Background: an optimization exercise with open tools, aiming at small area, a short achievable clock period and few clock cycles. Do not read the settings as production practice. Only simulation tests tie the RTL to the original design; equivalence was not proved. Power figures rest on the tool's default switching activity, not on a simulated workload.

Setup of job 5649:
Design ppe_codec, start of the top module:
module ppe_codec (
    input  wire        clk,
    input  wire        rst,
    input  wire        cmd_valid,
    output wire        cmd_ready,
    input  wire [3:0]  cmd_op,
    input  wire [7:0]  cmd_seqaddr,
    input  wire [7:0]  cmd_cmd,
    input  wire [10:0] cmd_len,
    input  wire        in_valid,
    output wire        in_ready,
    input  wire [7:0]  in_data,
    output wire        out_valid,
    input  wire        out_ready,
    output wire [7:0]  out_data,
    output wire        res_valid,
    input  wire        res_ready,
    output wire [3:0]  res_err,
    output wire [15:0] res_crc,
    output wire [7:0]  res_start,
    output wire [7:0]  res_seqaddr,
    output wire [7:0]  res_flen
);
Size: about 780 cells after synthesis, about 83 flip-flops, ~100 I/O pins, ~5800 um^2 of cells after synthesis.
clock: 4.5 ns
lec_check: 0
abc_area: 1
cap_margin: 20
core_margin: 2
core_utilization: 40
cts_buf_list: sky130_fd_sc_hd__clkbuf_8
cts_cluster_diameter: 100
cts_cluster_size: 40
setup_slack_margin: 1.6
slew_margin: 20
standard.sh (not shown) runs the stock make flow with config.mk's settings and CLKGATE_MAP_FILE= SYNTH_SCRIPT=/design/flow/synth_recipe.tcl, a recipe that flattens the netlist after the stock synthesis.
==> flow/flow/run.sh <==
#!/bin/bash
# Standard layout, but the port buffers are plain buf_2 cells instead of the
# resizer's default pick (a 0.5 ns delay buffer).
set -euo pipefail
export BUFFER_PORTS_ARGS="-buffer_cell sky130_fd_sc_hd__buf_2"
bash standard.sh > standard_flow.log 2>&1
Job 5649 completed end to end with timing, DRC and antenna clean.
Testbench counts of job 5649, summed over its fixed seeds: cycles 47,088.
Setup changes, job 5649 to job 2014
Settings: CORE_UTILIZATION changed from 40 to 60.
==> flow/flow/run.sh <==
#!/bin/bash
# Standard layout, but the port buffers are plain buf_1 cells instead of the
# resizer's default pick (a 0.5 ns delay buffer).
set -euo pipefail
export BUFFER_PORTS_ARGS="-buffer_cell sky130_fd_sc_hd__buf_1"
bash standard.sh > standard_flow.log 2>&1
Notes after the runs:
- The final layouts of job 2014 and job 5649 pass the timing, design-rule and antenna checks.
- Cmp job 2014 vs job 5649: clock buffer count in the final layout higher in job 2014
- The final reports for job 2014 and job 5649 show critical-path maximum fanout higher in the former.
- Against job 5649, vias per cell in job 2014 rose by a little under 10%.
- In job 2014 the global-route usage turned out 12 points higher than in job 5649.
- Of job 2014 and job 5649, the run reporting the lower critical path depth was job 5649.
- Lower number of fillers in the final layout among job 2014 and job 5649: job 2014
- The higher transition at the pin with the smallest max-transition slack of job 2014 and job 5649 is in job 2014.
- Clock-pin transition on the worst setup and hold timing paths of job 5649 is on par with job 2014.
- Job 2014 against job 5649: static leakage power went down by 0.23 nW, internal power went up by 0.020 mW, growth of design area from synthesis to finish went down by 2.4 points.
The following lists how job 5883 was set up differently from job 2014:
Settings: SETUP_SLACK_MARGIN now 1.9, was 1.6; CORE_UTILIZATION now 40, was 60.
==> flow/flow/run.sh <==
#!/bin/bash
# Standard layout, but the port buffers are plain buf_2 cells instead of the
# resizer's default pick (a 0.5 ns delay buffer).
set -euo pipefail
export BUFFER_PORTS_ARGS="-buffer_cell sky130_fd_sc_hd__buf_2"
bash standard.sh > standard_flow.log 2>&1
Results
Wire: job 5883 routes more than job 2014
Job 5883 vs. job 2014: core region area rose 51%, combinational fraction of design power rose 1.3 points, cell area rose about 5%, met2 capacity usage during global routing fell 21 points.
Post-route worst hold slack in job 5883 is 0.0097 ns below job 2014.
From job 2014 to job 5883 the numbers moved as follows: core utilization of the finished layout fell 21 points; clock buffer count in the final layout fell 1.
[inputs] job 5645 vs job 5883
Settings: swapping 40 for 60 in CORE_UTILIZATION; swapping 1.9 for 2.05 in SETUP_SLACK_MARGIN.
==> flow/flow/run.sh <==
#!/bin/bash
# Standard layout, but the port buffers are plain buf_1 cells instead of the
# resizer's default pick (a 0.5 ns delay buffer).
set -euo pipefail
export BUFFER_PORTS_ARGS="-buffer_cell sky130_fd_sc_hd__buf_1"
bash standard.sh > standard_flow.log 2>&1
--- outcome ---
Job 5645: all stages complete, timing, DRC and antenna checks passed
Diff job 5883 -> job 5645 | total met3 wirelength after detailed routing | up by more than half
Compared with job 5883, job 5645 shows cell area higher by about 6%.
Quantity of gates resized following cts was higher in the run labelled job 5645.
Changes observed in job 5645 relative to job 5883: hold slack ~0 delta, post-layout minimum cycle time lower, portion of the clock cycle consumed by the worst path in the final layout fell by 2.6 points.
From job 5883 to job 5645 the numbers moved as follows: area used by sequential logic in the layout up 0.41%; power up 9.9%; fraction of layout cells with a size suffix above 1 down 2.1 points; count of clock-buffer cells in the layout up 2.
Here is what was changed in the inputs of job 4078 compared with job 5645.
Settings: changing CORE_UTILIZATION from 60 to 40.
==> flow/flow/run.sh <==
#!/bin/bash
# Standard layout, but the port buffers are plain buf_2 cells instead of the
# resizer's default pick (a 0.5 ns delay buffer).
set -euo pipefail
export BUFFER_PORTS_ARGS="-buffer_cell sky130_fd_sc_hd__buf_2"
bash standard.sh > standard_flow.log 2>&1
[summary]
Job 4078 went all the way through synthesis, placement and routing and the layout is clean on timing, DRC and antenna.
Row design area: job 4078 lower / job 5645 higher
Job 4078 ended up with in_ready as its worst setup path endpoint; job 5645 ended up with hdr$_SDFF_PP0_.
Job 4078 vs job 5645 — number of signal-net buffers in the layout dropped 9.4%.
Highest clock frequency the design can meet in job 4078 vs job 5645: down 1.1%
Looking at job 5645 and job 4078, the worst hold slack is a wash.
Delta (job 4078 minus job 5645): total wirelength of the detailed-routed design fell by 4.0%, detailed-routing iteration count for the pre-antenna-repair pass went down by 3, count of filler cells inserted in the layout climbed about 110%, proportion of cell area spent on the clock network saw an increase.
Job 4078 has less setup slack than job 5645.

[re-timing with driven ports]
No port has a modelled driver above. Below, the same layouts with a new extraction and two added sets of constraints.
Step 1, drivers: a clkbuf_16 drives clk and a buf_2 each remaining input, both assumed.
Step 2 moves the port delays by t, midway between the first and last clock arrival at a register: inputs arrive t later, outputs are due t later. That takes back most of the time a late clock gives input paths.
Slacks: ideal / step 1 / step 2; pairs: ideal / step 1.
run | t, ns | slack for setup (ns) | worst hold slack (ns) | worst setup path after step 2
job 5649 | 0.408 | 1.750 / 1.713 / 1.487 | 0.470 / 0.470 / 0.470 | input to register
job 2014 | 0.406 | 1.710 / 1.673 / 1.502 | 0.497 / 0.497 / 0.497 | input to register
job 5883 | 0.406 | 1.879 / 1.848 / 1.648 | 0.487 / 0.487 / 0.487 | input to register
job 5645 | 0.393 | 1.995 / 1.980 / 1.605 | 0.490 / 0.490 / 0.490 | input to register
job 4078 | 0.413 | 1.966 / 1.935 / 1.723 | 0.493 / 0.493 / 0.493 | input to register
After both steps setup and hold are still met in every run listed. The setup slack of job 5645, which loses most, moves by -0.015 ns with the drivers and by -0.390 ns with both steps.
